Background: an optimization exercise with open tools, aiming at small area, a short achievable clock period and few clock cycles. Do not read the settings as production practice.
Only simulation tests tie the RTL to the original design; equivalence was not proved.
Power and IR drop assume default switching activity.

===== design.v =====
module frame_rx (
    input  wire        clk,
    input  wire        rst,
    input  wire        in_valid,
    input  wire [7:0]  in_data,
    output wire        in_ready,
    output wire        o_valid,
    input  wire        o_ready,
    output wire [1:0]  o_kind,    
    output wire [15:0] o_pn,
    output wire [7:0]  o_type,
    output wire [5:0]  o_len,
    output wire [31:0] o_sid,
    output wire [15:0] o_tf,
    output wire [15:0] o_fi,
    output wire [7:0]  o_data,
    output wire        o_last
);
    localparam RING = 52;
    function [15:0] crc_byte;
        input [15:0] c_in;
        input [7:0]  b;
        integer k;
        reg [15:0] c;
        begin
            c = c_in ^ {b, 8'h00};
            for (k = 0; k < 8; k = k + 1)
                c = c[15] ? ((c << 1) ^ 16'h1021) : (c << 1);
            crc_byte = c;
        end
    endfunction
    function [15:0] crc_drop;
        input [7:0] b;
        integer k;
        reg [15:0] c;
        begin
            c = crc_byte(16'h0000, b);
            for (k = 0; k < 13; k = k + 1)
                c = crc_byte(c, 8'h00);
            crc_drop = c;
        end
    endfunction
    localparam [15:0] ROLL_CONST = 16'h8166;
    function [5:0] inc;
        input [5:0] x;
        inc = (x == RING - 1) ? 6'd0 : x + 6'd1;
    endfunction
    function [5:0] addm;
        input [5:0] x;
        input [5:0] d;
        reg [6:0] s;
        begin
            s = {1'b0, x} + {1'b0, d};
            addm = (s >= RING) ? s - RING : s[5:0];
        end
    endfunction
    function [5:0] subm;
        input [5:0] a;
        input [5:0] b;
        reg [6:0] s;
        begin
            s = {1'b0, a} - {1'b0, b};
            subm = s[6] ? s + RING : s[5:0];
        end
    endfunction
    reg [7:0]  ring [0:RING-1];
    reg [5:0]  wp;         
    reg [5:0]  r;          
    reg [7:0]  rb;         
    reg        rbv;
    reg [3:0]  j;          
    reg        incont;     
    reg [5:0]  left;       
    reg        drop;       
    reg [7:0]  w [0:12];   
    reg [15:0] wcrc;       
    reg [15:0] ccrc;       
    reg        lo_ok;
    reg        rdy;
    reg        ov;
    reg [1:0]  okind;
    reg [7:0]  odata;
    reg        olast;
    reg [5:0]  p;          
    reg [5:0]  pc;         
    integer i;
    reg  [5:0] hj;         
    wire [5:0] f       = (ov && okind != 2'd2) ? p : hj;
    wire [5:0] used    = subm(wp, f);
    assign in_ready    = rdy;
    wire       acc_in  = in_valid & rdy;
    wire       avail   = (r != wp);
    wire [7:0] pbyte   = ring[p];
    wire       fire    = ov & o_ready;
    wire       last_ev = (okind == 2'd2) || (okind == 2'd0 && pc == 6'd0) ||
                         (okind == 2'd1 && olast);
    wire       can_job = ~ov | (o_ready & last_ev);
    wire       wfree   = ~(ov && okind != 2'd1) | o_ready;
    wire       ps_bad  = (w[4] != 8'd0) || (w[3] > 8'd49);
    wire [5:0] ps      = w[3][5:0];
    wire       is_end  = incont && (left == 6'd0);
    wire       is_lo   = incont ? (left == 6'd1) : (ps == 6'd0);
    wire       is_crc  = incont ? (left > 6'd1) : (ps != 6'd0);
    wire [15:0] cur    = incont ? ccrc : wcrc;
    wire       crc_ok  = lo_ok && (rb == ccrc[15:8]);
    wire       t_le4   = (w[2] <= 8'd4);
    wire       t_le1   = (w[2] <= 8'd1);
    wire       in_fill = (j != 4'd13);
    wire       sliding = !in_fill && !incont && (drop || ps_bad);
    wire       do_fill = in_fill && rbv && wfree;
    wire       do_slide = sliding && rbv;
    wire       in_cont = !in_fill && !sliding;
    wire       at_end  = in_cont && is_end;
    wire       emit_h  = crc_ok && t_le4;
    wire       emit_n  = !crc_ok && t_le1;
    wire       do_cont = in_cont && rbv && !at_end;
    wire       do_end  = at_end && rbv && (!(emit_h || emit_n) || can_job);
    wire       do_emit = do_end && (emit_h || emit_n);
    wire       rewind  = do_end && !(emit_h || emit_n);
    wire       take    = do_fill || do_slide || do_cont || do_end;
    wire [15:0] crc_in   = (in_fill && j == 4'd0) ? 16'hFFFF : cur;
    wire [15:0] crc_nx   = crc_byte(crc_in, rb);
    wire [15:0] roll_crc = crc_nx ^ crc_drop(w[0]) ^ ROLL_CONST;
    wire       pay_next = fire && (okind == 2'd1 && !olast || okind == 2'd0 && pc != 6'd0);
    wire [5:0] p_next   = do_emit ? hj : pay_next ? inc(p) : p;
    wire [5:0] hj_next  = (do_fill || do_slide) ? inc(hj) : do_emit ? r : hj;
    always @(posedge clk) begin
        if (acc_in)
            ring[wp] <= in_data;
    end
    always @(posedge clk) begin
        if (do_fill || do_slide) begin
            for (i = 0; i < 12; i = i + 1)
                w[i] <= w[i+1];
            w[12] <= rb;
        end
    end
    always @(posedge clk) begin
        if ((take || !rbv) && avail && !rewind)
            rb <= ring[r];
    end
    always @(posedge clk) begin
        if (rst) begin
            wp    <= 6'd0;
            hj    <= 6'd0;
            r     <= 6'd0;
            rbv   <= 1'b0;
            j     <= 4'd0;
            incont <= 1'b0;
            drop  <= 1'b0;
            rdy   <= 1'b0;
            ov    <= 1'b0;
        end else begin
            if (acc_in)
                wp <= inc(wp);
            rdy <= (used <= RING - 3) || (used == RING - 2 && !acc_in);
            if (rewind) begin
                r   <= hj;
                rbv <= 1'b0;
            end else if ((take || !rbv) && avail) begin
                r   <= inc(r);
                rbv <= 1'b1;
            end else if (take) begin
                rbv <= 1'b0;
            end
            if (do_fill) begin
                wcrc <= crc_nx;
                j    <= j + 4'd1;
            end
            if (do_slide) begin
                wcrc <= roll_crc;
                drop <= 1'b0;
            end
            if (do_cont) begin
                ccrc <= is_crc ? crc_nx : cur;
                if (is_lo)
                    lo_ok <= (rb == cur[7:0]);
                incont <= 1'b1;
                left   <= incont ? left - 6'd1 : ps;
            end
            if (do_end) begin
                if (do_emit) begin
                    j <= 4'd0;
                end else begin
                    drop <= 1'b1;
                end
                incont <= 1'b0;
            end
            hj <= hj_next;
            if (fire) begin
                if (okind == 2'd1 && !olast || okind == 2'd0 && pc != 6'd0) begin
                    okind <= 2'd1;
                    odata <= pbyte;
                    olast <= (pc == 6'd1);
                    p     <= inc(p);
                    pc    <= pc - 6'd1;
                end else begin
                    ov <= 1'b0;
                end
            end
            if (do_emit) begin
                ov    <= 1'b1;
                okind <= emit_h ? 2'd0 : 2'd2;
                p     <= hj;
                pc    <= ps;
            end
        end
    end
    assign o_valid = ov;
    assign o_kind  = okind;
    assign o_pn    = {w[1], w[0]};
    assign o_type  = w[2];
    assign o_len   = w[3][5:0];
    assign o_sid   = {w[8], w[7], w[6], w[5]};
    assign o_tf    = {w[10], w[9]};
    assign o_fi    = {w[12], w[11]};
    assign o_data  = odata;
    assign o_last  = olast;
endmodule

===== standard.sh =====
#!/bin/bash
# synth_recipe.tcl (not shown) runs the flow's synth.tcl, then flattens the netlist and writes it again
# the make line also repeats each setting of config.mk as NAME=value (left out here)
make -C /OpenROAD-flow-scripts/flow DESIGN_CONFIG=/design/flow/config.mk WORK_HOME=/design/flow/orfs CLKGATE_MAP_FILE= SYNTH_SCRIPT=/design/flow/synth_recipe.tcl "${@:-finish}"

===== constraint.sdc =====
create_clock -name core_clock -period 8.0 [get_ports {clk}]
set_input_delay 1.6000 -clock core_clock [delete_from_list [all_inputs] [get_ports {clk}]]
set_output_delay 1.6000 -clock core_clock [all_outputs]
set_load 0.01 [all_outputs]

===== flow/run.sh =====
#!/bin/bash
# The standard layout (bash standard.sh, which also runs the standard
# synthesis unchanged), except that the port buffers that global placement
# inserts on every input and output are sky130_fd_sc_hd__buf_2 cells instead
# of the delay-buffer cells buffer_ports picks by default.
set -euo pipefail
echo "export BUFFER_PORTS_ARGS = -buffer_cell sky130_fd_sc_hd__buf_2" >> config.mk
bash standard.sh > orfs_flow.log 2>&1

===== config.mk =====
export PLATFORM = sky130hd
export DESIGN_NAME = frame_rx
export DESIGN_NICKNAME = frame_rx
export VERILOG_FILES = /design/flow/design.v
export SDC_FILE = /design/flow/constraint.sdc
export NUM_CORES = 4
export LEC_CHECK = 0
export CAP_MARGIN = 20
export CORE_MARGIN = 2
export CORE_UTILIZATION = 65
export CTS_CLUSTER_DIAMETER = 80
export CTS_CLUSTER_SIZE = 25
export PLACE_DENSITY = 0.88
export SETUP_SLACK_MARGIN = 5
export SLEW_MARGIN = 20
export BUFFER_PORTS_ARGS = -buffer_cell sky130_fd_sc_hd__buf_2

==> metrics.md, run 1 <==
| Metric | Value |
|---|---|
| Async S/R FF share, synth | 0% |
| Crit-path cells | buf_2, nand2_1, nor2_1, nand3_1, nor2_1 |
| H-tree levels | 1 |
| Distinct cells, synth | 59 |
| Maxcap violations | 0 |
| Post-Syn Nets | 1598 |
| Clock root cell | clkbuf_16 |
| Tot Pwr | 8.392 mW |
| First-pass GRT wire length | 106600 um |
| Slew HR | 24.07% |
| Vias | 16560 |
| Pin count of the biggest net entering global routing | 83 |
| Io pins | 119 |
| Final Cycle Share | 39.24% |
| Crit path max-delay cell type | nor2_1 |
| Die Width | 213.3 um |
| Critical path class | input pin to flop |
| RePlAce Congestion | 0.8731 |
| Total die area | 45500 sq um |
| Worst Skew | 0.03269 ns |
| Clock transition at path regs | 0.10 ns |
| Post-Place Cells | 2197 |
| Synth Warn # | 2 |
| Initial Utilization | 65.96% |
| Number of iterations in the first detailed-routing pass | 6 |
| Total GRT Usage | 32.79% |
| Synth area leaders | edfxtp_1 (62%), mux4_2 (22%), xnor2_1 (2.4%) |
| Most common library cells after synthesis | edfxtp_1 (590), mux4_2 (272), nor2_1 (109) |
| Routed WL | 74430 um |
| Post-layout nets | 1701 |
| Max IR drop VDD | 0.2146 mV |
| GR Overflow Total | 0 |
| Reg2reg end | rb[1] |
| WHS Path Cells | 0 |
| Post-placement cell area | 29680 sq um |
| Final cell count without fillers | 2282 |
| Worst skew pair latency | 0.65 ns |
| Static Leakage | 9.771 nW |
| CTS buffer count | 31 |
| Buffers added on ports | 118 |
| Register-to-register setup slack | 5.06 ns |
| RSZ-0062 raised after global routing | yes |
| R2R Path Start | r[1] |
| Area growth, synth to finish | 9.627% |
| Crit-path max cell delay | 0.88 ns |
| Residual DRC | 0 |
| Placement Rows | 76 |
| Req. time, crit path | 8.28 ns |
| WL/cell | 32.62 um |
| Status | no timing/DRC/antenna violations |
| Via density per instance | 7.258 |
| Post-DP HPWL | 44380 um |
| Fin util | 72.31% |
| CTS Sinks | 617 |
| Post-synthesis sequential area ratio | 64.12% |
| Worst setup EP type | flop |
| Initial antenna violation count | 1 |
| Die span in y | 213.3 um |
| Syn_area_per_cell | 18.17 sq um |
| Hold path startpoint | w[9][6] |
| Share of cells above drive strength 1 | 32.15% |
| Maximum fanout along the worst path | 8 |
| Core ar. | 43170 sq um |
| Worst EP arrival | 3.42 ns |
| Pwr Density | 268.8 nW/um^2 |
| Top cell by count, worst path | nor2_1 |
| Post-synth top area cell | edfxtp_1 |
| CTS tree | built |
| Vias in the first global route | 16500 |
| Setup violations, final | 0 |
| Final std cell area, no fill | 31220 sq um |
| FF+latch count, synth | 617 |
| Post-synth EDFFs | 590 |
| FF-to-FF path depth | 4 |
| Fmax | 0.3186 GHz |
| ANT nets after route | 0 |
| Starting DRT DRC Count | 2891 |
| Setup TNS Final | 0 ns |
| Hold endpoint | w[8][6] |
| Mapped Area | 28480 sq um |
| Most common cell in the netlist | edfxtp_1 |
| Worst hold slack | 0.4530 ns |
| Placement Setup Slack | 3.983 ns |
| Worst setup margin | 4.861 ns |
| Slew Viols, Final | 0 |
| Fin crit period | 3.139 ns |
| Critical Path Source Type | input pin |
| Mapped Cells | 1567 |
| Prevailing post-synth register cell | edfxtp_1 |
| Final Hold Fails | 0 |
| Least-Margin Pin Slew | 1.135 ns |
| CTS max path bufs | 3 |
| HP Class | flop to flop |
| Post-synth top area share | 62.22% |
==> metal layers <==
metal / track usage, % / wire length (um)
met2: 52.47 / 36010
met1: 44.47 / 24950
met4: 15.57 / 4242
met3: 6.236 / 9233
met5: 0 / 0
==> layout make-up <==
cell class	count	area, sq um
inverters	16	63.81
repair inverters	1	7.507
repair buffers	168	1182
multi-input cells	835	9930
well taps	585	732.0
clock buffers	47	845.8
clock inverters	11	183.9
diodes	2	5.005
flip-flops and latches	617	18270
fillers	2519	11950
==> layout by cell type (no fill, tap or decap), types with 3 or more instances in the layout <==
cell type and n:
edfxtp_1 590, mux4_2 272, buf_2 118, nor2_1 86, nand2_1 82, xnor2_1 78, xor2_1 46, a21oi_1 38
clkbuf_16 34, buf_4 34, nor2_2 23, dfxtp_1 23, mux2i_1 22, nand3_1 20, o21ai_0 18, ha_1 18
clkbuf_1 15, inv_1 13, nor3_1 12, and3_1 11, nand4_1 9, nor4_1 7, nor2b_1 6, a31oi_1 5
buf_16 5, and2_1 4, nand3b_1 4, a311oi_1 4, a21o_1 3, nand2b_1 3, nor3b_4 3, and3b_1 3
nor3b_2 3, or3_1 3, a21boi_0 3, bufinv_16 3, buf_6 3, buf_12 3
==> logic make-up after synthesis <==
kind of cell | Yosys count | share of synthesized area (%)
AOI/OAI and AO/OA | 96 | 2.109
adders and majority gates | 19 | 0.8612
muxes | 297 | 22.40
DFF | 617 | 64.12
xor gates and xnor gates | 126 | 3.875
buffers and inverters | 115 | 1.815
and+or+nand+nor | 297 | 4.829
==> where the power goes <==
| part | leakage, nW | switching, mW | internal, mW | total (mW) |
|---|---|---|---|---|
| combinational | 3.71 | 1.25 | 1.10 | 2.35 |
| sequential | 5.56 | 0.234 | 3.91 | 4.14 |
| clock | 0.495 | 1.04 | 0.855 | 1.90 |
| total | 9.77 | 2.52 | 5.87 | 8.39 |
==> what timing repair did <==
item / CTS / global route
gates resized for setup: 19 / 34
cloned: 4 / 3
endpoints found under the hold margin: 0 / 0
buffers inserted: 6 / 12
endpoints found under the setup margin: 146 / 289
hold buffers: 0 / 0
pin swaps: 2 / 4
==> worst max-delay path: cells and delay by family <==
family / cells / cell delay (ns)
simple gates: 4 / 1.69
buf+inv: 1 / 0.12
==> state kept, by name, indices dropped and copies added (netlist names), 2 cells and up <==
register / flops
hj: 6
wp: 6
pc: 6
p: 6
ccrc: 16
r: 6
left: 6
ring: 416
rb: 8
w: 104
j: 4
wcrc: 16
okind: 2
odata: 8
==> how the worst max path moves through the flow <==
stage          startpoint          end  cells after the start
3_5_place_dp      o_ready      w[9][6]                      7
4_1_cts          in_valid  ring[35][0]                      5
2_1_floorplan     o_ready        hj[3]                      8
6_report         in_valid  ring[51][6]                      5
3_3_place_gp      o_ready      w[5][6]                      7
5_1_grt          in_valid  ring[51][6]                      5
Testbench counts, summed over its fixed seeds: cycles 50,804.
==> run 2, diff against run 1 <==
--- a/config.mk
+++ b/config.mk
@@ -8,8 +8,8 @@
 export CAP_MARGIN = 20
 export CORE_MARGIN = 2
-export CORE_UTILIZATION = 65
+export CORE_UTILIZATION = 45
 export CTS_CLUSTER_DIAMETER = 80
 export CTS_CLUSTER_SIZE = 25
-export PLACE_DENSITY = 0.88
+export PLACE_DENSITY = 0.7
 export SETUP_SLACK_MARGIN = 5
 export SLEW_MARGIN = 20
==> run 2 against run 1 <==
Effect of this change: non-clock buffer count is 6 lower; global-route usage is 11 points lower; critical endpoint is now ring[51][3]; maximum frequency is 1.7% higher; die area is 44% higher; highest routed layer is now met5; still clean; largest cell class unchanged; sequential share of layout area is 0.56 points lower; critical path depth stayed put; largest power group unchanged.
==> metrics.md, run 2 <==
| Metric | Value |
|---|---|
| Vias | 15610 (-5.8%) |
| Worst Skew | 0.03805 ns (+0.005357 ns) |
| Internal power | 5.849 mW (-0.33%) |
| Post-synthesis sequential area ratio | 64.12% (unchanged) |
| Psw | 2.513 mW (-0.40%) |
| Prevailing post-synth register cell | edfxtp_1 |
| Clock root cell | clkbuf_16 |
| CTS tree | built |
| Final std cell area, no fill | 31520 sq um (+0.97%) |
| First-pass GRT wire length | 104300 um (-2.1%) |
| Req. time, crit path | 8.21 ns (-0.07 ns) |
| Crit-path cells | buf_2, nand2_1, nor2_1, nand3_1, nor2_2 |
| CTS buffer count | 34 (+9.7%) |
| Crit path max-delay cell type | nor2_2 |
| Post-Syn Nets | 1598 (unchanged) |
| Slew Viols, Final | 0 (unchanged) |
| Synth area leaders | edfxtp_1 (62%), mux4_2 (22%), xnor2_1 (2.4%) |
| Pwr Density | 265.3 nW/um^2 (-1.3%) |
| Top reg by flops | ring |
| Critical path class | input pin to flop |
| Post-synth top area share | 62.22% (unchanged) |
| Cts hold-fix bufs | 0 (unchanged) |
| Ant. Diodes | 0 (-2) |
| Maximum fanout along the worst path | 8 (unchanged) |
| Worst skew pair latency | 0.59 ns (-0.06 ns) |
| RSZ-0062 raised after global routing | yes |
| Fmax | 0.3239 GHz (+1.7%) |
| Syn_area_per_cell | 18.17 sq um (unchanged) |
| Least-Margin Pin Slew | 1.074 ns (-0.06066 ns) |
| Die Width | 255.6 um (+20%) |
| Routed WL | 70540 um (-5.2%) |
| Async S/R FF share, synth | 0% (unchanged) |
| Static Leakage | 9.747 nW (-0.25%) |
| Pin count of the biggest net entering global routing | 71 (-14%) |
| Crit-path max cell delay | 0.71 ns (-0.17 ns) |
| FF+latch count, synth | 617 (unchanged) |
| Total GRT Usage | 21.63% (-11 points) |
| Core ar. | 62850 sq um (+46%) |
| Die span in y | 255.6 um (+20%) |
| ANT nets after route | 0 (unchanged) |
| Post-synth EDFFs | 590 (unchanged) |
| Combinational share of power | 27.4% (-0.6 points) |
| Final Cycle Share | 38.59% (-0.65 points) |
| Synth Warn # | 2 (unchanged) |
| Sequential Power Share | 49.7% (+0.3 points) |
| Switching Share | 30.05% (about the same) |
| Biggest regs | ring: 416 flops, w: 104 flops |
| Maxcap violations | 0 (unchanged) |
| Io pins | 119 (unchanged) |
| Number of iterations in the first detailed-routing pass | 5 (-1) |
| Critical Path Source Type | input pin |
| Post-synth top area cell | edfxtp_1 |
| H-tree levels | 2 (+1) |
| Post-placement cell area | 30000 sq um (+1.1%) |
| Starting DRT DRC Count | 1837 (-36%) |
| Setup TNS Final | 0 ns (unchanged) |
| Critical path's top delay family | simple AND/OR/NAND/NOR gates |
| Final Hold Fails | 0 (unchanged) |
| Most common cell after layout, fill and taps aside | edfxtp_1 |
| CTS max path bufs | 3 (unchanged) |
| Worst EP arrival | 3.29 ns (-0.13 ns) |
| Clk pwr share | 22.9% (+0.3 points) |
| Post-layout nets | 1698 (-0.18%) |
| Placement Rows | 92 (+21%) |
| Mapped Cells | 1567 (unchanged) |
| Most common library cells after synthesis | edfxtp_1 (590), mux4_2 (272), nor2_1 (109) |
| Most frequent cells in the layout | edfxtp_1 (590), mux4_2 (272), buf_2 (118) |
| Max FFs per register | 416 (unchanged) |
| Distinct cells, synth | 59 (unchanged) |
| Most common cell in the netlist | edfxtp_1 |
| Fillers | 5083 (+100%) |
| HP Class | flop to flop |
| Initial Utilization | 45.31% (-21 points) |
| Fin crit period | 3.087 ns (-0.05189 ns) |
| Setup violations, final | 0 (unchanged) |
| Vias in the first global route | 15550 (-5.8%) |
| Post-DP HPWL | 43950 um (-0.97%) |
| Max IR drop VDD | 0.1738 mV (-19%) |
| GR Overflow Total | 0 (unchanged) |
| Worst hold slack | 0.4393 ns (-0.01379 ns) |
| Worst setup EP type | flop |
| Clock transition at path regs | 0.09 ns (about the same) |
| Total die area | 65310 sq um (+44%) |
| WL/cell | 27.88 um (-15%) |
| Residual DRC | 0 (unchanged) |
| Initial antenna violation count | 3 (+2) |
| Via density per instance | 6.170 (-15%) |
| Area growth, synth to finish | 10.69% |
| Mapped Area | 28480 sq um (unchanged) |
| Status | no timing/DRC/antenna violations |
| CTS Sinks | 617 (unchanged) |
| Share of cells above drive strength 1 | 32.07% (-0.087 points) |
| RePlAce Congestion | 0.8278 (-5.2%) |
| CP bufs+invs | 1 (unchanged) |
| Slew HR | 28.13% (+4.1 points) |
| Buffers added on ports | 118 (unchanged) |
[run 2: cells by family after synthesis]
group / Yosys count / synth area share, %
adder cells (fa/ha/maj): 19 / 0.8612
XOR/XNOR: 126 / 3.875
multiplexers: 297 / 22.40
buffers and inverters: 115 / 1.815
flip-flops: 617 / 64.12
AND/OR/NAND/NOR: 297 / 4.829
AO/OA/AOI/OAI: 96 / 2.109
[run 2: final cells by class]
class                   count  area [sq um]  area share [%]
inverters                  16         63.81          0.2024
repair buffers            162          1157           3.672
clock inverters            15         158.9          0.5041
repair inverters            1         7.507         0.02382
clock buffers              38         887.1           2.814
flip-flops and latches    617         18270           57.96
well taps                 846          1059           3.358
multi-input cells         835          9918           31.47
[run 2: power groups by stage]
stage          sequential (mW)  clock, mW  combinational, mW
6_report                  4.16       1.91               2.29
5_1_grt                   4.18       2.06               2.48
4_1_cts                   4.17       1.96               2.28
3_5_place_dp              4.29          0               2.13
3_3_place_gp              4.29          0               2.09
2_1_floorplan             4.13          0               1.68
[run 2: final timing paths]
kind	start	endpoint	slack, ns	depth (start not counted)
max	in_valid	ring[51][3]	4.91	5
min	w[6][3]	w[5][3]	0.44	0
max reg2reg	okind[0]	rdy	4.97	12
min reg2reg	w[6][3]	w[5][3]	0.44	0
[run 2: timing repair]
item	CTS	global route
resized for setup	35	22
hold endpoints to repair	0	0
pin swaps	0	3
gates cloned	3	0
buffers inserted	6	10
endpoints found under the setup margin	222	240
[run 2: layer usage]
layer  share of wire [%]  track usage, %  up-vias
met5               0.023               0        -
met4                 2.7           6.140        2
met3                 8.7           3.634       90
met2                  48           34.78      791
met1                  40           30.77     8174
li1                    -               -     6552
[run 2: metrics by stage]
stage,util (%),setup slack [ns],power (mW),cells
5_1_grt,50.15,4.824,8.727,2530
2_1_floorplan,-,3.529,5.817,1567
3_3_place_gp,47.69,3.867,6.378,2457
6_report,50.15,4.913,8.363,2530
4_1_cts,49.89,4.807,8.402,2520
3_5_place_dp,47.73,3.774,6.420,2458
==> run 3, diff against run 2 <==
--- a/config.mk
+++ b/config.mk
@@ -8,8 +8,8 @@
 export CAP_MARGIN = 20
 export CORE_MARGIN = 2
-export CORE_UTILIZATION = 45
+export CORE_UTILIZATION = 50
 export CTS_CLUSTER_DIAMETER = 80
 export CTS_CLUSTER_SIZE = 25
-export PLACE_DENSITY = 0.7
+export PLACE_DENSITY = 0.75
 export SETUP_SLACK_MARGIN = 5
 export SLEW_MARGIN = 20
==> run 3 against run 2 <==
Effect of this change: still clean on timing, DRC and antenna; wire length is 0.34% lower; sequential power about the same; design area decreased by 0.94%; global-route usage increased by 2.0 points; critical path type is now flop to flop; largest cell class unchanged.
==> metrics.md, run 3 <==
| Metric | Value |
|---|---|
| XOR/XNOR Fraction of Synth Area | 3.875% (unchanged) |
| Placement Setup Slack | 3.995 ns (+0.2205 ns) |
| RePlAce Congestion | 0.8365 (+1.1%) |
| CTS buffer count | 31 (-8.8%) |
| Multiplexer area fraction after synthesis | 22.40% (unchanged) |
| Starting DRT DRC Count | 2086 (+14%) |
| Worst setup margin | 4.945 ns (+0.03182 ns) |
| Prevailing post-synth register cell | edfxtp_1 |
| CTS tree | built |
| Synth area leaders | edfxtp_1 (62%), mux4_2 (22%), xnor2_1 (2.4%) |
| Max FFs per register | 416 (unchanged) |
| WL/cell | 28.89 um (+3.6%) |
| Worst setup EP type | flop |
| Slew Viols, Final | 0 (unchanged) |
| Top reg by flops | ring |
| Cts hold-fix bufs | 0 (unchanged) |
| Tot Pwr | 8.283 mW (-0.95%) |
| Maxcap violations | 0 (unchanged) |
| Largest family of logic cells by synthesized area | multiplexers |
| FF+latch count, synth | 617 (unchanged) |
| Fmax | 0.3273 GHz (+1.0%) |
| Critical Path Source Type | flop |
| Pin count of the biggest net entering global routing | 87 (+23%) |
| First-pass GRT wire length | 103300 um (-1.0%) |
| Fraction of the mapped netlist area in adder cells | 0.8612% (unchanged) |
| Post-synthesis sequential area ratio | 64.12% (unchanged) |
| Req. time, crit path | 8.50 ns (+0.29 ns) |
| Least-Margin Pin Slew | 1.108 ns (+0.03368 ns) |
| Core ar. | 56390 sq um (-10%) |
| Crit-path cells | buf_4, mux2i_1, ha_1, o21a_1, o21ai_1, or4b_2, o311ai_0, xor2_1, a31oi_1 |
| Area fraction in compound gates after synthesis | 2.109% (unchanged) |
| Io pins | 119 (unchanged) |
| Simple-gate share of the synthesized area | 4.829% (unchanged) |
| Post-Syn Nets | 1598 (unchanged) |
| Final cell count without fillers | 2433 (-3.8%) |
| Vias in the first global route | 15720 (+1.1%) |
| Slew HR | 25.88% (-2.3 points) |
| Post-synth EDFFs | 590 (unchanged) |
| Share of cells above drive strength 1 | 30.67% (-1.4 points) |
| Placement Rows | 87 (-5.4%) |
| Async S/R FF share, synth | 0% (unchanged) |
| Die span in y | 242.6 um (-5.1%) |
| Crit-path max cell delay | 0.59 ns (-0.12 ns) |
| CTS Sinks | 617 (unchanged) |
| Residual DRC | 0 (unchanged) |
| Syn_area_per_cell | 18.17 sq um (unchanged) |
| Setup TNS Final | 0 ns (unchanged) |
| Initial antenna violation count | 2 (-1) |
| Biggest regs | ring: 416 flops, w: 104 flops |
| GR Overflow Total | 0 (unchanged) |
| Distinct cells, synth | 59 (unchanged) |
| Final Hold Fails | 0 (unchanged) |
| Die Width | 242.6 um (-5.1%) |
| H-tree levels | 1 (-1) |
| Final Cycle Share | 38.19% (-0.40 points) |
| ANT nets after route | 0 (unchanged) |
| Most frequent cells in the layout | edfxtp_1 (590), mux4_2 (272), buf_2 (118) |
| Mapped Area | 28480 sq um (unchanged) |
| Buffers added on ports | 118 (unchanged) |
| Initial Utilization | 50.50% (+5.2 points) |
| Post-Place Cells | 2360 (-4.0%) |
| Total GRT Usage | 23.64% (+2.0 points) |
| Fin util | 55.37% (+5.2 points) |
| Static Leakage | 9.700 nW (-0.48%) |
| Pwr Density | 265.3 nW/um^2 (about the same) |
| CTS max path bufs | 3 (unchanged) |
| Number of iterations in the first detailed-routing pass | 7 (+2) |
| Max IR drop VDD | 0.2047 mV (+18%) |
| Synth Warn # | 2 (unchanged) |
| RSZ-0062 raised after global routing | yes |
| Most common cell after layout, fill and taps aside | edfxtp_1 |
| Post-synth top area cell | edfxtp_1 |
| Fin crit period | 3.055 ns (-0.03182 ns) |
| Clock root cell | clkbuf_16 |
| Via density per instance | 6.503 (+5.4%) |
| Worst skew pair latency | 0.64 ns (+0.05 ns) |
| Area growth, synth to finish | 9.649% |
| Crit path max-delay cell type | or4b_2 |
| Post-layout nets | 1691 (-0.41%) |
| Most common library cells after synthesis | edfxtp_1 (590), mux4_2 (272), nor2_1 (109) |
| HP Class | flop to flop |
| Routed WL | 70300 um (-0.34%) |
| Vias | 15820 (+1.4%) |
| Worst EP arrival | 3.55 ns (+0.26 ns) |
| Setup violations, final | 0 (unchanged) |
| Mapped Cells | 1567 (unchanged) |
| Critical path class | flop to flop |
| Post-synth top area share | 62.22% (unchanged) |
| Total die area | 58880 sq um (-9.8%) |
| Post-DP HPWL | 43200 um (-1.7%) |
| Maximum fanout along the worst path | 31 (+23) |
| Status | no timing/DRC/antenna violations |
| Most common cell in the netlist | edfxtp_1 |
| Clock transition at path regs | 0.09 ns (about the same) |
| Worst Skew | 0.02247 ns (-0.01558 ns) |
run 3: final timing paths:
| check | start | cells after the start | to | slack (ns) |
|---|---|---|---|---|
| min | w[6][0] | 0 | w[5][0] | 0.45 |
| max reg2reg | p[2] | 9 | rdy | 4.94 |
| min reg2reg | w[6][0] | 0 | w[5][0] | 0.45 |
| max | p[2] | 9 | rdy | 4.94 |
run 3: report_power, final:
part / internal, mW / switching, mW / leakage (nW)
Sequential: 3.91 / 0.232 / 5.56
Combinational: 1.10 / 1.22 / 3.67
Clock: 0.784 / 1.04 / 0.464
Total: 5.80 / 2.49 / 9.70
run 3: area by class of cell:
class	count	area, sq um
repair inverters	1	5.005
clock buffers	39	827.0
clock inverters	10	127.6
flip-flops and latches	617	18270
fillers	4320	25160
multi-input cells	835	9866
inverters	16	63.81
diodes	1	2.502
repair buffers	158	1120
well taps	756	945.9
run 3: kinds of logic after synthesis:
logic type                 count (synthesis)
adders and majority gates                 19
AOI/OAI and AO/OA                         96
buffers and inverters                    115
DFF                                      617
and+or+nand+nor                          297
muxes                                    297
xor gates and xnor gates                 126
run 3: metal layers:
metal	wire length, um	vias up	global-route usage [%]
met1	26680	8284	32.65
met5	27	-	0
li1	-	6524	-
met4	2086	4	6.929
met2	34960	895	39.24
met3	6549	116	3.815
run 3: worst max-delay path: cells and delay by family, from the launching register on:
family | cells | cell delay, ns
multiplexers | 1 | 0.28
adder cells (fa/ha/maj) | 1 | 0.39
flip-flops | 1 | 0.34
XOR/XNOR | 1 | 0.19
buffers and inverters | 1 | 0.52
AO/OA/AOI/OAI | 4 | 0.60
AND/OR/NAND/NOR | 1 | 0.59
run 3: timing repair:
action,CTS,global route
pin swaps,2,0
cloned,5,1
buffers inserted,9,7
setup endpoints to repair,133,157
resized for setup,13,10
run 3: metrics by stage:
stage | hold slack, ns | area [sq um]
CTS | 0.4546 | 31110
detailed placement | 0.4305 | 29850
floorplan | 0.4206 | 28600
global placement | 0.4290 | 29830
finish | 0.4522 | 31220
global route | 0.4649 | 31220
==> run 4, diff against run 3 <==
--- a/config.mk
+++ b/config.mk
@@ -8,8 +8,8 @@
 export CAP_MARGIN = 20
 export CORE_MARGIN = 2
-export CORE_UTILIZATION = 50
+export CORE_UTILIZATION = 60
 export CTS_CLUSTER_DIAMETER = 80
 export CTS_CLUSTER_SIZE = 25
-export PLACE_DENSITY = 0.75
+export PLACE_DENSITY = 0.8
 export SETUP_SLACK_MARGIN = 5
 export SLEW_MARGIN = 20
==> run 4 against run 3 <==
Effect of this change: cell count decreased by 6.0%; synthesized area unchanged; sequential share of layout area increased by 0.23 points; clock-buffer cell count increased by 4; clock skew increased by 0.0098 ns; synthesized cell count unchanged; clock power increased by 6%; core utilization increased by 11 points; largest power group unchanged; highest routed layer unchanged.
==> metrics.md, run 4 <==
| Metric | Value |
|---|---|
| Status | no timing/DRC/antenna violations |
| Post-synthesis sequential area ratio | 64.12% (unchanged) |
| CTS max path bufs | 3 (unchanged) |
| Post-synth EDFFs | 590 (unchanged) |
| Initial antenna violation count | 3 (+1) |
| Seq. cell area | 18270 sq um (unchanged) |
| Post-DP HPWL | 43820 um (+1.5%) |
| Syn_area_per_cell | 18.17 sq um (unchanged) |
| RePlAce Congestion | 0.8598 (+2.8%) |
| Vias | 15990 (+1.1%) |
| Internal power | 5.860 mW (+1.1%) |
| Buffers added on ports | 118 (unchanged) |
| Critical path class | input pin to flop |
| Post-Place Cells | 2212 (-6.3%) |
| Fillers | 3002 (-31%) |
| Total die area | 49220 sq um (-16%) |
| Critical Path Source Type | input pin |
| FF+latch count, synth | 617 (unchanged) |
| Most common cell after layout, fill and taps aside | edfxtp_1 |
| Worst skew pair latency | 0.59 ns (-0.05 ns) |
| RSZ-0062 raised after global routing | yes |
| Io pins | 119 (unchanged) |
| WL/cell | 30.94 um (+7.1%) |
| Synth Warn # | 2 (unchanged) |
| Max IR drop VDD | 0.2007 mV (-1.9%) |
| CTS Sinks | 617 (unchanged) |
| Fin crit period | 3.163 ns (+0.1077 ns) |
| Prevailing post-synth register cell | edfxtp_1 |
| HP Class | flop to flop |
| Crit-path max cell delay | 0.87 ns (+0.28 ns) |
| Via density per instance | 6.989 (+7.5%) |
| Vias in the first global route | 16010 (+1.8%) |
| Mapped Cells | 1567 (unchanged) |
| Final Hold Fails | 0 (unchanged) |
| Clk pwr share | 23.1% (+1.1 points) |
| Setup violations, final | 0 (unchanged) |
| Req. time, crit path | 8.20 ns (-0.30 ns) |
| Post-Syn Nets | 1598 (unchanged) |
| Number of iterations in the first detailed-routing pass | 5 (-2) |
| Biggest regs | ring: 416 flops, w: 104 flops |
| Slew HR | 22.08% (-3.8 points) |
| CTS buffer count | 34 (+9.7%) |
| Setup TNS Final | 0 ns (unchanged) |
| Combinational share of power | 27.2% (-0.8 points) |
| Post-synth top area cell | edfxtp_1 |
| First-pass GRT wire length | 104200 um (+0.85%) |
| Most frequent cells in the layout | edfxtp_1 (590), mux4_2 (272), buf_2 (118) |
| ANT nets after route | 0 (unchanged) |
| Worst Skew | 0.03230 ns (+0.009828 ns) |
| Pwr Density | 269.1 nW/um^2 (+1.5%) |
| Distinct cells, synth | 59 (unchanged) |
| Switching Share | 30.00% (-0.044 points) |
| Maximum fanout along the worst path | 8 (-74%) |
| Mapped Area | 28480 sq um (unchanged) |
| Top reg by flops | ring |
| H-tree levels | 2 (+1) |
| Share of cells above drive strength 1 | 31.67% (+1.0 points) |
| Sequential Power Share | 49.7% (-0.3 points) |
| Async S/R FF share, synth | 0% (unchanged) |
| Post-layout nets | 1690 (-0.059%) |
| Worst EP arrival | 3.36 ns (-0.19 ns) |
| Most common cell in the netlist | edfxtp_1 |
| CTS tree | built |
| Static Leakage | 9.679 nW (-0.21%) |
| Worst setup EP type | flop |
| Starting DRT DRC Count | 1827 (-12%) |
| Routed WL | 70780 um (+0.68%) |
| Total GRT Usage | 29.14% (+5.5 points) |
| Synth area leaders | edfxtp_1 (62%), mux4_2 (22%), xnor2_1 (2.4%) |
| Final cell count without fillers | 2288 (-6.0%) |
| Max FFs per register | 416 (unchanged) |
| Core ar. | 46650 sq um (-17%) |
| Post-synth top area share | 62.22% (unchanged) |
| Crit path max-delay cell type | nor2_1 |
| Slew Viols, Final | 0 (unchanged) |
| GR Overflow Total | 0 (unchanged) |
| Residual DRC | 0 (unchanged) |
| Top cell by count, worst path | nor2_1 |
| Most common library cells after synthesis | edfxtp_1 (590), mux4_2 (272), nor2_1 (109) |
| Maxcap violations | 0 (unchanged) |
| Fmax | 0.3161 GHz (-3.4%) |
| Initial Utilization | 61.04% (+11 points) |
| Psw | 2.511 mW (+0.90%) |
| Area growth, synth to finish | 9.214% |
| Least-Margin Pin Slew | 1.165 ns (+0.05684 ns) |
| Crit-path cells | buf_2, nand2_1, nor2_1, nand3_1, nor2_1 |
| Final Cycle Share | 39.54% (+1.3 points) |
| Die span in y | 221.9 um (-8.6%) |
| Placement Rows | 79 (-9.2%) |
| Die Width | 221.9 um (-8.6%) |
| Pin count of the biggest net entering global routing | 87 (unchanged) |
| Clock root cell | clkbuf_16 |
| Multi-input logic area | 9913 sq um (+0.48%) |
| Clock transition at path regs | 0.10 ns (about the same) |
[run 4: cell types whose count changed in the layout (fill, tap and decap cells not counted), sizes merged]
cell | before | now
clkbuf | 40 | 43
inv | 19 | 22
clkinvlp | 2 | 4
clkinv | 5 | 4
buf | 154 | 153
bufbuf | 3 | 1
[run 4: layer usage]
metal | track usage [%] | vias up | share of wire [%]
li1 | - | 6537 | -
met1 | 37.62 | 8208 | 35
met2 | 47.87 | 1063 | 50
met3 | 6.825 | 178 | 10
met4 | 13.06 | 4 | 4.7
met5 | 0 | - | 0.038
[run 4: power groups by stage]
stage | Sequential (mW) | Clock (mW) | Combinational [mW]
final | 4.16 | 1.93 | 2.28
after global routing | 4.18 | 2.06 | 2.44
after CTS | 4.17 | 1.95 | 2.23
after detailed placement | 4.29 | 0 | 2.11
after global placement | 4.28 | 0 | 2.05
after floorplan | 4.13 | 0 | 1.68
[run 4: what timing repair did]
| action | in CTS | in global routing |
|---|---|---|
| gates resized for setup | 27 | 20 |
| pin swaps | 0 | 1 |
| setup endpoints to repair | 200 | 267 |
| buffers inserted | 6 | 8 |
| hold buffers | 0 | 0 |
| gates cloned | 3 | 0 |
[run 4: worst max-delay path, delay by kind of cell]
family        cells  cell delay, ns
simple gates      4            1.64
buf+inv           1            0.12
[run 4: path summary, 6_finish.rpt]
check,start,endpoint,slack (ns),cells after the start
max,in_valid,ring[11][2],4.84,5
min reg2reg,w[6][7],w[5][7],0.44,0
max reg2reg,okind[0],rdy,5.03,12
min,w[6][7],w[5][7],0.44,0
[run 4: final cells by class]
cell class | count | share of cell area (%)
antenna | 1 | 0.008046
clock buffer | 43 | 2.913
clock inverter | 14 | 0.5391
inverter | 16 | 0.2052
multi-input combinational | 835 | 31.88
sequential | 617 | 58.73
tap | 607 | 2.442
timing repair buffer | 154 | 3.267
timing repair inverter | 1 | 0.01609
[run 4: cells by family after synthesis]
| family | Yosys count | synth area share [%] |
|---|---|---|
| compound gates | 96 | 2.109 |
| xor+xnor | 126 | 3.875 |
| fa+ha+maj | 19 | 0.8612 |
| buf+inv | 115 | 1.815 |
| flops | 617 | 64.12 |
| mux | 297 | 22.40 |
| simple gates | 297 | 4.829 |
[run 4: per-stage QoR]
stage | setup slack, ns | hold slack, ns | utilization [%] | power [mW] | cell area [sq um]
finish | 4.837 | 0.4433 | 66.66 | 8.371 | 31100
global route | 4.814 | 0.4553 | 66.66 | 8.677 | 31100
CTS | 4.945 | 0.4463 | 66.34 | 8.353 | 30950
detailed placement | 4.000 | 0.4273 | 63.52 | 6.399 | 29640
global placement | 4.081 | 0.4253 | 63.50 | 6.324 | 29620
floorplan | 3.529 | 0.4206 | - | 5.817 | 28600
==> run 5, diff against run 4 <==
--- a/config.mk
+++ b/config.mk
@@ -8,5 +8,5 @@
 export CAP_MARGIN = 20
 export CORE_MARGIN = 2
-export CORE_UTILIZATION = 60
+export CORE_UTILIZATION = 55
 export CTS_CLUSTER_DIAMETER = 80
 export CTS_CLUSTER_SIZE = 25
==> run 5 against run 4 <==
Effect of this change: worst hold slack gained 0.010 ns; clock power shrank 4%; wire length grew 3.2%; critical path depth shrank 3; non-clock buffer count grew 21; first-iteration DRC count grew 22%; maximum frequency grew 4.9%; largest power group unchanged.
==> metrics.md, run 5 <==
| Metric | Value |
|---|---|
| Vias in the first global route | 16160 (+0.92%) |
| Initial antenna violation count | 2 (-1) |
| Prevailing post-synth register cell | edfxtp_1 |
| Status | no timing/DRC/antenna violations |
| Synth area leaders | edfxtp_1 (62%), mux4_2 (22%), xnor2_1 (2.4%) |
| XOR/XNOR Fraction of Synth Area | 3.875% (unchanged) |
| First-pass GRT wire length | 106700 um (+2.4%) |
| CTS buffer count | 31 (-8.8%) |
| CTS max path bufs | 3 (unchanged) |
| Synth Warn # | 2 (unchanged) |
| Area growth, synth to finish | 10.02% |
| Worst Skew | 0.02918 ns (-0.003120 ns) |
| HP Class | flop to flop |
| CP startpoint | okind[1] |
| Post-layout nets | 1708 (+1.1%) |
| GR Overflow Total | 0 (unchanged) |
| Worst skew pair latency | 0.64 ns (+0.05 ns) |
| R2R Path Start | p[5] |
| Setup TNS Final | 0 ns (unchanged) |
| Fraction of the mapped netlist area in adder cells | 0.8612% (unchanged) |
| Post-Syn Nets | 1598 (unchanged) |
| Distinct cells, synth | 59 (unchanged) |
| Syn_area_per_cell | 18.17 sq um (unchanged) |
| RSZ-0062 raised after global routing | yes |
| Clock transition at path regs | 0.10 ns (about the same) |
| Least-Margin Pin Slew | 1.106 ns (-0.05837 ns) |
| Pwr Density | 266.1 nW/um^2 (-1.1%) |
| Hold path startpoint | w[12][4] |
| Biggest regs | ring: 416 flops, w: 104 flops |
| Buffers added on ports | 118 (unchanged) |
| Crit path max-delay cell type | edfxtp_1 |
| Post-synth top area share | 62.22% (unchanged) |
| Tot Pwr | 8.336 mW (-0.42%) |
| Area fraction in compound gates after synthesis | 2.109% (unchanged) |
| Critical path's top delay family | flip-flops |
| Async S/R FF share, synth | 0% (unchanged) |
| Most frequent cells in the layout | edfxtp_1 (590), mux4_2 (272), buf_2 (118) |
| Largest family of logic cells by synthesized area | multiplexers |
| FF+latch count, synth | 617 (unchanged) |
| Residual DRC | 0 (unchanged) |
| Fillers | 3557 (+18%) |
| Final Hold Fails | 0 (unchanged) |
| H-tree levels | 1 (-1) |
| Most common library cells after synthesis | edfxtp_1 (590), mux4_2 (272), nor2_1 (109) |
| Req. time, crit path | 6.40 ns (-1.80 ns) |
| CP bufs+invs | 2 (+1) |
| Io pins | 119 (unchanged) |
| Most common cell in the netlist | edfxtp_1 |
| Number of iterations in the first detailed-routing pass | 6 (+1) |
| Vias | 16110 (+0.73%) |
| Share of cells above drive strength 1 | 32.51% (+0.84 points) |
| Multiplexer area fraction after synthesis | 22.40% (unchanged) |
| RePlAce Congestion | 0.8466 (-1.5%) |
| WL/cell | 30.73 um (-0.67%) |
| Fmax | 0.3315 GHz (+4.9%) |
| Initial Utilization | 55.51% (-5.5 points) |
| Simple-gate share of the synthesized area | 4.829% (unchanged) |
| Top reg by flops | ring |
| Maxcap violations | 0 (unchanged) |
| Die Width | 231.5 um (+4.4%) |
| CTS tree | built |
| Worst EP arrival | 1.42 ns (-1.94 ns) |
| Placement Rows | 83 (+5.1%) |
| Routed WL | 73010 um (+3.2%) |
| Core ar. | 51300 sq um (+10%) |
| Post-synthesis sequential area ratio | 64.12% (unchanged) |
| Fin crit period | 3.016 ns (-0.1467 ns) |
| Setup violations, final | 0 (unchanged) |
| Critical Path Source Type | flop |
| Critical path class | flop to primary output |
| Post-synth top area cell | edfxtp_1 |
| Final Cycle Share | 37.71% (-1.8 points) |
| Maximum fanout along the worst path | 4 (-4) |
| Mapped Area | 28480 sq um (unchanged) |
| Worst setup EP type | primary output |
| Crit-path max cell delay | 0.47 ns (-0.40 ns) |
| Die span in y | 231.5 um (+4.4%) |
| Static Leakage | 9.788 nW (+1.1%) |
| Max IR drop VDD | 0.1960 mV (-2.3%) |
| Crit-path cells | buf_4, buf_2 |
| Via density per instance | 6.779 (-3.0%) |
| Total die area | 53610 sq um (+8.9%) |
| Slew Viols, Final | 0 (unchanged) |
| Post-synth EDFFs | 590 (unchanged) |
| Slew HR | 25.98% (+3.9 points) |
| Total GRT Usage | 27.33% (-1.8 points) |
| Mapped Cells | 1567 (unchanged) |
| Most common cell after layout, fill and taps aside | edfxtp_1 |
| ANT nets after route | 0 (unchanged) |
| Starting DRT DRC Count | 2230 (+22%) |
| Pin count of the biggest net entering global routing | 87 (unchanged) |
| CTS Sinks | 617 (unchanged) |
| Max FFs per register | 416 (unchanged) |
| Clock root cell | clkbuf_16 |
| Post-DP HPWL | 44230 um (+0.94%) |
[run 5: cell count changes in the layout (fill, tap and decap cells not counted), moves of 2 or more]
cell       previous run  this run
clkinv_8              2         0
inv_6                 3         1
nor2_2               26        23
clkbuf_16            35        33
buf_4                24        42
nor2_1               82        86
[run 5: worst paths after layout]
kind                    end  slack (ns)  cells after the start
setup / recovery  o_kind[1]        4.98                      2
hold / removal     w[11][4]        0.45                      0
setup reg to reg        rdy        5.03                      7
hold reg to reg    w[11][4]        0.45                      0
[run 5: metrics by stage]
step	instance area [sq um]	instances	worst slack [ns]	hold WS, ns	utilization (%)
after floorplan	28600	1567	3.529	0.4206	-
after global placement	29810	2296	4.000	0.4303	58.11
after detailed placement	29830	2297	3.936	0.4288	58.16
after CTS	31090	2359	4.945	0.4519	60.60
after global routing	31330	2375	4.902	0.4639	61.07
final	31330	2376	4.984	0.4534	61.07
[run 5: cell type report]
| cell class | instances | area (sq um) | area share [%] |
|---|---|---|---|
| Inverter | 16 | 63.81 | 0.2037 |
| Timing Repair inverter | 1 | 7.507 | 0.02396 |
| Multi-Input combinational cell | 835 | 9930 | 31.69 |
| Sequential cell | 617 | 18270 | 58.30 |
| Clock inverter | 12 | 156.4 | 0.4992 |
| Tap cell | 680 | 850.8 | 2.716 |
| Clock buffer | 39 | 827.0 | 2.640 |
| Timing Repair Buffer | 175 | 1226 | 3.914 |
| Antenna cell | 1 | 2.502 | 0.007987 |
[run 5: metal layers]
metal  vias to the layer above  part of all wire (%)  GRT usage [%]
li1                       6563                     -              -
met1                      8266                    36          37.00
met2                      1092                    48          44.55
met3                       183                    11          4.970
met4                         2                   5.1          10.84
met5                         -                 0.018              0
[run 5: kinds of logic after synthesis]
| kind of cell | count (synthesis) |
|---|---|
| xor gates and xnor gates | 126 |
| DFF | 617 |
| adders and majority gates | 19 |
| muxes | 297 |
| AOI/OAI and AO/OA | 96 |
| buffers and inverters | 115 |
| and+or+nand+nor | 297 |
[run 5: power by group]
group | total (mW) | switching, mW | internal [mW]
logic | 2.32 | 1.22 | 1.10
registers | 4.17 | 0.258 | 3.91
clock network | 1.85 | 1.03 | 0.818
[run 5: repair_timing]
action | in CTS | in global routing
pin swaps | 1 | 8
cloned | 3 | 1
hold buffers | 0 | 0
setup endpoints to repair | 185 | 213
resized for setup | 27 | 25
buffers inserted | 8 | 15
==> run 6, diff against run 5 <==
--- a/config.mk
+++ b/config.mk
@@ -9,6 +9,6 @@
 export CORE_MARGIN = 2
 export CORE_UTILIZATION = 55
-export CTS_CLUSTER_DIAMETER = 80
-export CTS_CLUSTER_SIZE = 25
+export CTS_CLUSTER_DIAMETER = 90
+export CTS_CLUSTER_SIZE = 30
 export PLACE_DENSITY = 0.8
 export SETUP_SLACK_MARGIN = 5
==> run 6 against run 5 <==
Effect of this change: wire length is 1.5% lower; synthesized area stayed put; still clean; worst hold slack barely moved; first-iteration DRC count shrank 1.3%; worst setup slack worse by 0.099 ns; maximum frequency decreased by 3.2%; sequential cell count stayed put; clock power decreased by 9%; combinational power rose by 3%; clock skew up 0.015 ns; synthesized cell count is the same; highest routed layer unchanged.
==> metrics.md, run 6 <==
| Metric | Value |
|---|---|
| Slew HR | 22.45% (-3.5 points) |
| XOR/XNOR Fraction of Synth Area | 3.875% (unchanged) |
| Pin count of the biggest net entering global routing | 87 (unchanged) |
| CTS buffer count | 27 (-13%) |
| Worst Skew | 0.04428 ns (+0.01510 ns) |
| Post-Place Cells | 2297 (unchanged) |
| HP Class | flop to flop |
| Total die area | 53610 sq um (unchanged) |
| Mapped Cells | 1567 (unchanged) |
| Starting DRT DRC Count | 2201 (-1.3%) |
| CTS tree | built |
| Worst EP arrival | 3.37 ns (+1.95 ns) |
| Vias in the first global route | 16030 (-0.79%) |
| Die Width | 231.5 um (unchanged) |
| H-tree levels | 1 (unchanged) |
| Mapped Area | 28480 sq um (unchanged) |
| RSZ-0062 raised after global routing | yes |
| Crit-path max cell delay | 0.79 ns (+0.32 ns) |
| Cts hold-fix bufs | 0 (unchanged) |
| Req. time, crit path | 8.26 ns (+1.86 ns) |
| Final Hold Fails | 0 (unchanged) |
| Setup violations, final | 0 (unchanged) |
| Sequential Power Share | 50.5% (+0.5 points) |
| Crit path max-delay cell type | nor2_1 |
| Pwr Density | 262.3 nW/um^2 (-1.4%) |
| Maximum fanout along the worst path | 8 (+4) |
| Top cell by count, worst path | nor2_1 |
| Post-DP HPWL | 44230 um (unchanged) |
| Internal power | 5.686 mW (-2.4%) |
| Number of iterations in the first detailed-routing pass | 7 (+1) |
| Fmax | 0.3210 GHz (-3.2%) |
| Most frequent cells in the layout | edfxtp_1 (590), mux4_2 (272), buf_2 (118) |
| Post-layout nets | 1712 (+0.23%) |
| Post-synth top area share | 62.22% (unchanged) |
| Io pins | 119 (unchanged) |
| CTS max path bufs | 3 (unchanged) |
| Post-synthesis sequential area ratio | 64.12% (unchanged) |
| Worst skew pair latency | 0.64 ns (about the same) |
| FF+latch count, synth | 617 (unchanged) |
| Synth Warn # | 2 (unchanged) |
| Critical path's top delay family | simple AND/OR/NAND/NOR gates |
| Area fraction in compound gates after synthesis | 2.109% (unchanged) |
| Post-synth top area cell | edfxtp_1 |
| Static Leakage | 9.748 nW (-0.41%) |
| Residual DRC | 0 (unchanged) |
| ANT nets after route | 0 (unchanged) |
| Slew Viols, Final | 0 (unchanged) |
| Fin crit period | 3.115 ns (+0.09861 ns) |
| Post-synth EDFFs | 590 (unchanged) |
| Most common library cells after synthesis | edfxtp_1 (590), mux4_2 (272), nor2_1 (109) |
| First-pass GRT wire length | 104700 um (-1.9%) |
| Status | no timing/DRC/antenna violations |
| Routed WL | 71940 um (-1.5%) |
| Total GRT Usage | 26.94% (-0.39 points) |
| Register-to-register setup slack | 5.07 ns (+0.04 ns) |
| Most common cell after layout, fill and taps aside | edfxtp_1 |
| Clock root cell | clkbuf_16 |
| Critical path class | input pin to flop |
| Prevailing post-synth register cell | edfxtp_1 |
| CTS Sinks | 617 (unchanged) |
| Synth area leaders | edfxtp_1 (62%), mux4_2 (22%), xnor2_1 (2.4%) |
| Hold path startpoint | w[8][2] |
| Top reg by flops | ring |
| Clk pwr share | 20.5% (-1.7 points) |
| Fraction of the mapped netlist area in adder cells | 0.8612% (unchanged) |
| Die span in y | 231.5 um (unchanged) |
| RePlAce Congestion | 0.8466 (unchanged) |
| Area growth, synth to finish | 9.662% |
| Combinational share of power | 29.0% (+1.2 points) |
| Vias | 15980 (-0.76%) |
| CP bufs+invs | 1 (-1) |
| FF-to-FF path depth | 5 (-2) |
| Final Cycle Share | 38.94% (+1.2 points) |
| Most common cell in the netlist | edfxtp_1 |
| Multiplexer area fraction after synthesis | 22.40% (unchanged) |
| Initial Utilization | 55.51% (unchanged) |
| Critical Path Source Type | input pin |
| WHS Path Cells | 0 (unchanged) |
| Placement Rows | 83 (unchanged) |
| Via density per instance | 6.722 (-0.84%) |
| Reg2reg end | odata[1] |
| Buffers added on ports | 118 (unchanged) |
| Clock transition at path regs | 0.11 ns (about the same) |
| Final cell count without fillers | 2378 (+0.084%) |
| Biggest regs | ring: 416 flops, w: 104 flops |
| R2R Path Start | p[1] |
| Crit-path cells | buf_2, nand2_1, nor2_1, nand3_1, nor2_1 |
| Share of cells above drive strength 1 | 32.53% (about the same) |
| Initial antenna violation count | 4 (+2) |
| GR Overflow Total | 0 (unchanged) |
| Max IR drop VDD | 0.1841 mV (-6.1%) |
| Core ar. | 51300 sq um (unchanged) |
| Psw | 2.505 mW (-0.23%) |
| Distinct cells, synth | 59 (unchanged) |
| Largest family of logic cells by synthesized area | multiplexers |
| Setup TNS Final | 0 ns (unchanged) |
| Fillers | 3564 (+0.20%) |
| Simple-gate share of the synthesized area | 4.829% (unchanged) |
| Max FFs per register | 416 (unchanged) |
| Hold endpoint | w[7][2] |
| Least-Margin Pin Slew | 1.162 ns (+0.05581 ns) |
| Post-Syn Nets | 1598 (unchanged) |
| Async S/R FF share, synth | 0% (unchanged) |
| WL/cell | 30.25 um (-1.5%) |
| Syn_area_per_cell | 18.17 sq um (unchanged) |
| Switching Share | 30.59% (+0.46 points) |
| Worst setup EP type | flop |
| Maxcap violations | 0 (unchanged) |
-- run 6: changes by cell type in the layout (fill, tap and decap cells not counted), sizes merged --
cell and delta:
clkinv +4, buf +8, inv -1, clkbuf -7
bufinv -2
-- run 6: area by class of cell --
class / count / area, sq um / share of cell area, %
clock inverters: 13 / 141.4 / 0.4528
multi-input cells: 835 / 9916 / 31.75
flip-flops and latches: 617 / 18270 / 58.49
repair buffers: 183 / 1285 / 4.115
repair inverters: 1 / 7.507 / 0.02404
clock buffers: 32 / 694.4 / 2.224
well taps: 680 / 850.8 / 2.725
inverters: 16 / 63.81 / 0.2043
diodes: 1 / 2.502 / 0.008013
-- run 6: routing by layer --
metal,part of all wire (%),vias to the layer above,GRT usage (%)
met4,4.5,6,10.28
met3,11,168,5.536
met2,48,1047,44.19
met1,36,8196,35.93
li1,-,6567,-
met5,0.054,-,0
-- run 6: stage by stage --
| stage | instance area, sq um | hold WS (ns) | setup slack, ns | util (%) | power [mW] |
|---|---|---|---|---|---|
| after CTS | 30930 | 0.4554 | 4.864 | 60.28 | 8.131 |
| final | 31230 | 0.4531 | 4.885 | 60.87 | 8.191 |
| after detailed placement | 29830 | 0.4288 | 3.936 | 58.16 | 6.425 |
| after global routing | 31220 | 0.4684 | 4.769 | 60.87 | 8.514 |
| after floorplan | 28600 | 0.4206 | 3.529 | - | 5.817 |
| after global placement | 29810 | 0.4303 | 4.000 | 58.11 | 6.356 |
-- run 6: kinds of logic after synthesis --
group	count (synthesis)
simple gates	297
compound gates	96
fa+ha+maj	19
xor+xnor	126
mux	297
buf+inv	115
flops	617
-- run 6: how the worst max path moves through the flow --
stage / to / startpoint / depth (start not counted) / slack, ns
2_1_floorplan: hj[3] / o_ready / 8 / 3.53
3_3_place_gp: w[10][0] / o_ready / 7 / 4.00
3_5_place_dp: w[8][0] / o_ready / 7 / 3.94
4_1_cts: ring[3][6] / in_valid / 5 / 4.86
5_1_grt: ring[27][2] / in_valid / 5 / 4.77
6_report: ring[35][1] / in_valid / 5 / 4.88
-- run 6: repair_timing --
| item | in CTS | in global routing |
|---|---|---|
| gates cloned | 3 | 1 |
| setup endpoints to repair | 220 | 232 |
| pin swaps | 1 | 7 |
| setup buffers | 7 | 24 |
| endpoints found under the hold margin | 0 | 0 |
| resized for setup | 24 | 22 |
-- run 6: worst register-to-register path, stage by stage (launching register included) --
cell      delay [ns]
edfxtp_1        0.35
clkbuf_8        0.40
buf_16          0.41
mux4_2          0.44
mux4_2          0.57
mux4_2          0.54
-- run 6: power by group through the flow --
stage	sequential, mW	clock (mW)	combinational [mW]
4_1_cts	4.19	1.69	2.25
2_1_floorplan	4.13	0	1.68
5_1_grt	4.16	1.80	2.56
3_3_place_gp	4.31	0	2.05
3_5_place_dp	4.32	0	2.10
6_report	4.14	1.68	2.38
==> run 7, diff against run 6 <==
==> flow/run.sh (replaced) <==
#!/bin/bash
# The standard layout (bash standard.sh, which also runs the standard
# synthesis unchanged), except that the port buffers that global placement
# inserts on every input and output are sky130_fd_sc_hd__buf_1 cells instead
# of the delay-buffer cells buffer_ports picks by default.
set -euo pipefail
echo "export BUFFER_PORTS_ARGS = -buffer_cell sky130_fd_sc_hd__buf_1" >> config.mk
bash standard.sh > orfs_flow.log 2>&1
==> config.mk (replaced) <==
export PLATFORM = sky130hd
export DESIGN_NAME = frame_rx
export DESIGN_NICKNAME = frame_rx
export VERILOG_FILES = /design/flow/design.v
export SDC_FILE = /design/flow/constraint.sdc
export NUM_CORES = 4
export LEC_CHECK = 0
export CAP_MARGIN = 20
export CORE_MARGIN = 2
export CORE_UTILIZATION = 45
export CTS_CLUSTER_DIAMETER = 80
export CTS_CLUSTER_SIZE = 25
export PLACE_DENSITY = 0.7
export SETUP_SLACK_MARGIN = 5
export SLEW_MARGIN = 20
export BUFFER_PORTS_ARGS = -buffer_cell sky130_fd_sc_hd__buf_1
==> run 7 against run 6 <==
Effect of this change: design area up 0.93%; sequential cell count unchanged; die area up 22%; still clean on timing, DRC and antenna; critical endpoint is now ring[11][6].
==> metrics.md, run 7 <==
| Metric | Value |
|---|---|
| Die Width | 255.6 um (+10%) |
| CTS buffer count | 34 (+26%) |
| Area growth, synth to finish | 10.69% |
| Reg2reg end | odata[4] |
| Syn_area_per_cell | 18.17 sq um (unchanged) |
| WL/cell | 27.75 um (-8.3%) |
| Share of cells above drive strength 1 | 26.21% (-6.3 points) |
| Cts hold-fix bufs | 0 (unchanged) |
| Worst skew pair latency | 0.59 ns (-0.05 ns) |
| Slew Viols, Final | 0 (unchanged) |
| Mapped Cells | 1567 (unchanged) |
| Register-to-register setup slack | 5.07 ns (about the same) |
| Critical path's top delay family | simple AND/OR/NAND/NOR gates |
| FF-to-FF path depth | 5 (unchanged) |
| Post-layout nets | 1712 (unchanged) |
| Initial Utilization | 45.31% (-10 points) |
| Async S/R FF share, synth | 0% (unchanged) |
| Maxcap violations | 0 (unchanged) |
| Routed WL | 70600 um (-1.9%) |
| Residual DRC | 0 (unchanged) |
| Maximum fanout along the worst path | 8 (unchanged) |
| Most common cell after layout, fill and taps aside | edfxtp_1 |
| Critical path class | input pin to flop |
| Worst EP arrival | 3.39 ns (+0.02 ns) |
| Mapped Area | 28480 sq um (unchanged) |
| Crit path max-delay cell type | nor2_2 |
| Placement Rows | 92 (+11%) |
| Vias | 15640 (-2.2%) |
| Synth area leaders | edfxtp_1 (62%), mux4_2 (22%), xnor2_1 (2.4%) |
| Hold path startpoint | w[10][2] |
| Post-synth top area share | 62.22% (unchanged) |
| Most frequent cells in the layout | edfxtp_1 (590), mux4_2 (272), buf_1 (110) |
| Fmax | 0.3158 GHz (-1.6%) |
| Setup violations, final | 0 (unchanged) |
| Io pins | 119 (unchanged) |
| Post-placement cell area | 29830 sq um (about the same) |
| RePlAce Congestion | 0.8231 (-2.8%) |
| Pwr Density | 265.4 nW/um^2 (+1.2%) |
| Number of iterations in the first detailed-routing pass | 5 (-2) |
| Biggest regs | ring: 416 flops, w: 104 flops |
| Worst setup EP type | flop |
| Via density per instance | 6.147 (-8.6%) |
| Levels on crit path | 5 (unchanged) |
| CTS tree | built |
| Starting DRT DRC Count | 2070 (-6.0%) |
| Vias in the first global route | 15400 (-3.9%) |
| Die span in y | 255.6 um (+10%) |
| Post-DP HPWL | 43970 um (-0.60%) |
| Top reg by flops | ring |
| Setup TNS Final | 0 ns (unchanged) |
| Clock transition at path regs | 0.09 ns (-0.02 ns) |
| Slew HR | 27.90% (+5.4 points) |
| Hold endpoint | w[9][2] |
| GR Overflow Total | 0 (unchanged) |
| Initial antenna violation count | 2 (-2) |
| CTS Sinks | 617 (unchanged) |
| WHS Path Cells | 0 (unchanged) |
| ANT nets after route | 0 (unchanged) |
| Total GRT Usage | 21.38% (-5.6 points) |
| Buffers added on ports | 118 (unchanged) |
| Least-Margin Pin Slew | 1.078 ns (-0.08447 ns) |
| Static Leakage | 9.510 nW (-2.4%) |
| RSZ-0062 raised after global routing | yes |
| Final std cell area, no fill | 31520 sq um (+0.93%) |
| Post-Syn Nets | 1598 (unchanged) |
| Crit-path max cell delay | 0.63 ns (-0.16 ns) |
| Clock root cell | clkbuf_16 |
| CTS max path bufs | 3 (unchanged) |
| Total die area | 65310 sq um (+22%) |
| Pin count of the biggest net entering global routing | 68 (-22%) |
| Fin util | 50.15% (-11 points) |
| Synth Warn # | 2 (unchanged) |
| Most common cell in the netlist | edfxtp_1 |
| Worst Skew | 0.03708 ns (-0.007207 ns) |
| Most common library cells after synthesis | edfxtp_1 (590), mux4_2 (272), nor2_1 (109) |
| Distinct cells, synth | 59 (unchanged) |
| Critical Path Source Type | input pin |
| CP bufs+invs | 1 (unchanged) |
| Tot Pwr | 8.367 mW (+2.1%) |
| Fin crit period | 3.167 ns (+0.05162 ns) |
| Req. time, crit path | 8.23 ns (-0.03 ns) |
| Status | no timing/DRC/antenna violations |
| Final Cycle Share | 39.58% (+0.65 points) |
| H-tree levels | 2 (+1) |
| R2R Path Start | p[0] |
| Post-synth EDFFs | 590 (unchanged) |
| Max IR drop VDD | 0.1853 mV (+0.62%) |
| First-pass GRT wire length | 103300 um (-1.3%) |
| Post-synthesis sequential area ratio | 64.12% (unchanged) |
| Core ar. | 62850 sq um (+23%) |
| Crit-path cells | buf_1, nand2_1, nor2_1, nand3_1, nor2_2 |
| Max FFs per register | 416 (unchanged) |
| Final Hold Fails | 0 (unchanged) |
| Prevailing post-synth register cell | edfxtp_1 |
| HP Class | flop to flop |
| Ant. Diodes | 0 (-1) |
| FF+latch count, synth | 617 (unchanged) |
| Post-synth top area cell | edfxtp_1 |
[run 7: how the worst max path moves through the flow]
| stage | start | to |
|---|---|---|
| after global placement | o_ready | w[0][6] |
| after global routing | in_valid | ring[51][7] |
| final | in_valid | ring[11][6] |
| after CTS | in_valid | ring[3][6] |
| after floorplan | o_ready | hj[3] |
| after detailed placement | o_ready | w[0][6] |
[run 7: worst reg2reg max path, delay by kind of cell, from the launching register on]
family | cells | cell delay [ns]
muxes | 3 | 1.64
buffers and inverters | 2 | 0.66
DFF | 1 | 0.36
[run 7: metal layers]
metal	up-vias	GRT usage, %	share of wire (%)
li1	6574	-	-
met1	8182	30.59	40
met2	785	34.38	48
met3	96	3.030	8.2
met4	0	6.579	2.9
met5	-	0	0
[run 7: repair_timing]
item / CTS / global route
resized for setup: 28 / 32
gates cloned: 4 / 2
pin swaps: 0 / 7
setup endpoints to repair: 282 / 303
buffers inserted: 8 / 19
[run 7: kinds of logic (layout without fill, tap and decap cells)]
logic type	after synthesis	after routing	share of synthesized area (%)
compound gates	96	96	2.109
xor+xnor	126	126	3.875
fa+ha+maj	19	19	0.8612
buf+inv	115	246	1.815
flops	617	617	64.12
mux	297	297	22.40
simple gates	297	297	4.829
[run 7: layout make-up]
cell class | count | area [sq um]
fill | 5110 | 31330
sequential | 617 | 18270
multi-input combinational | 835 | 9928
timing repair buffer | 174 | 1110
tap | 846 | 1059
clock buffer | 39 | 900.9
clock inverter | 14 | 171.4
inverter | 16 | 63.81
timing repair inverter | 3 | 20.02
[run 7: stage by stage]
| stage | std cells | setup slack (ns) | hold WS, ns |
|---|---|---|---|
| global route | 2544 | 4.738 | 0.4708 |
| floorplan | 1567 | 3.529 | 0.4206 |
| finish | 2544 | 4.833 | 0.4590 |
| global placement | 2456 | 3.815 | 0.4316 |
| CTS | 2521 | 4.790 | 0.4598 |
| detailed placement | 2456 | 3.672 | 0.4309 |
[run 7: report_power, final]
| part | internal [mW] | total (mW) | switching, mW |
|---|---|---|---|
| Sequential | 3.91 | 4.16 | 0.246 |
| Combinational | 1.06 | 2.27 | 1.21 |
| Clock | 0.873 | 1.94 | 1.07 |
| Total | 5.84 | 8.37 | 2.52 |

[what the ideal ports hide]
The flow's constraints put no driver on any port. The routed layouts listed below were extracted and timed again, unchanged, in two steps. Step 1 assumes that a clkbuf_16 drives the clock port and a buf_2 every other input. Step 2 also shifts input and output timing later by t, the mid clock arrival at the registers, as if the neighbouring blocks saw the same clock. Slacks: ideal ports / drivers / drivers and shift; pairs: ideal ports / drivers.
run	t, ns	slack for setup (ns)	worst slew at a driven data input, ns
run 1	0.687	4.861 / 4.825 / 4.138	0.09
run 2	0.635	4.913 / 4.890 / 4.256	0.08
run 3	0.684	4.945 / 4.945 / 4.306	0.09
run 4	0.630	4.837 / 4.815 / 4.185	0.08
run 5	0.679	4.984 / 4.927 / 4.339	0.06
run 6	0.670	4.885 / 4.920 / 4.249	0.08
run 7	0.635	4.833 / 4.801 / 4.166	0.09
After both steps every run listed still meets setup and hold. For run 1, which loses most, drivers alone change the setup slack by -0.036 ns; drivers and shift together by -0.723 ns.
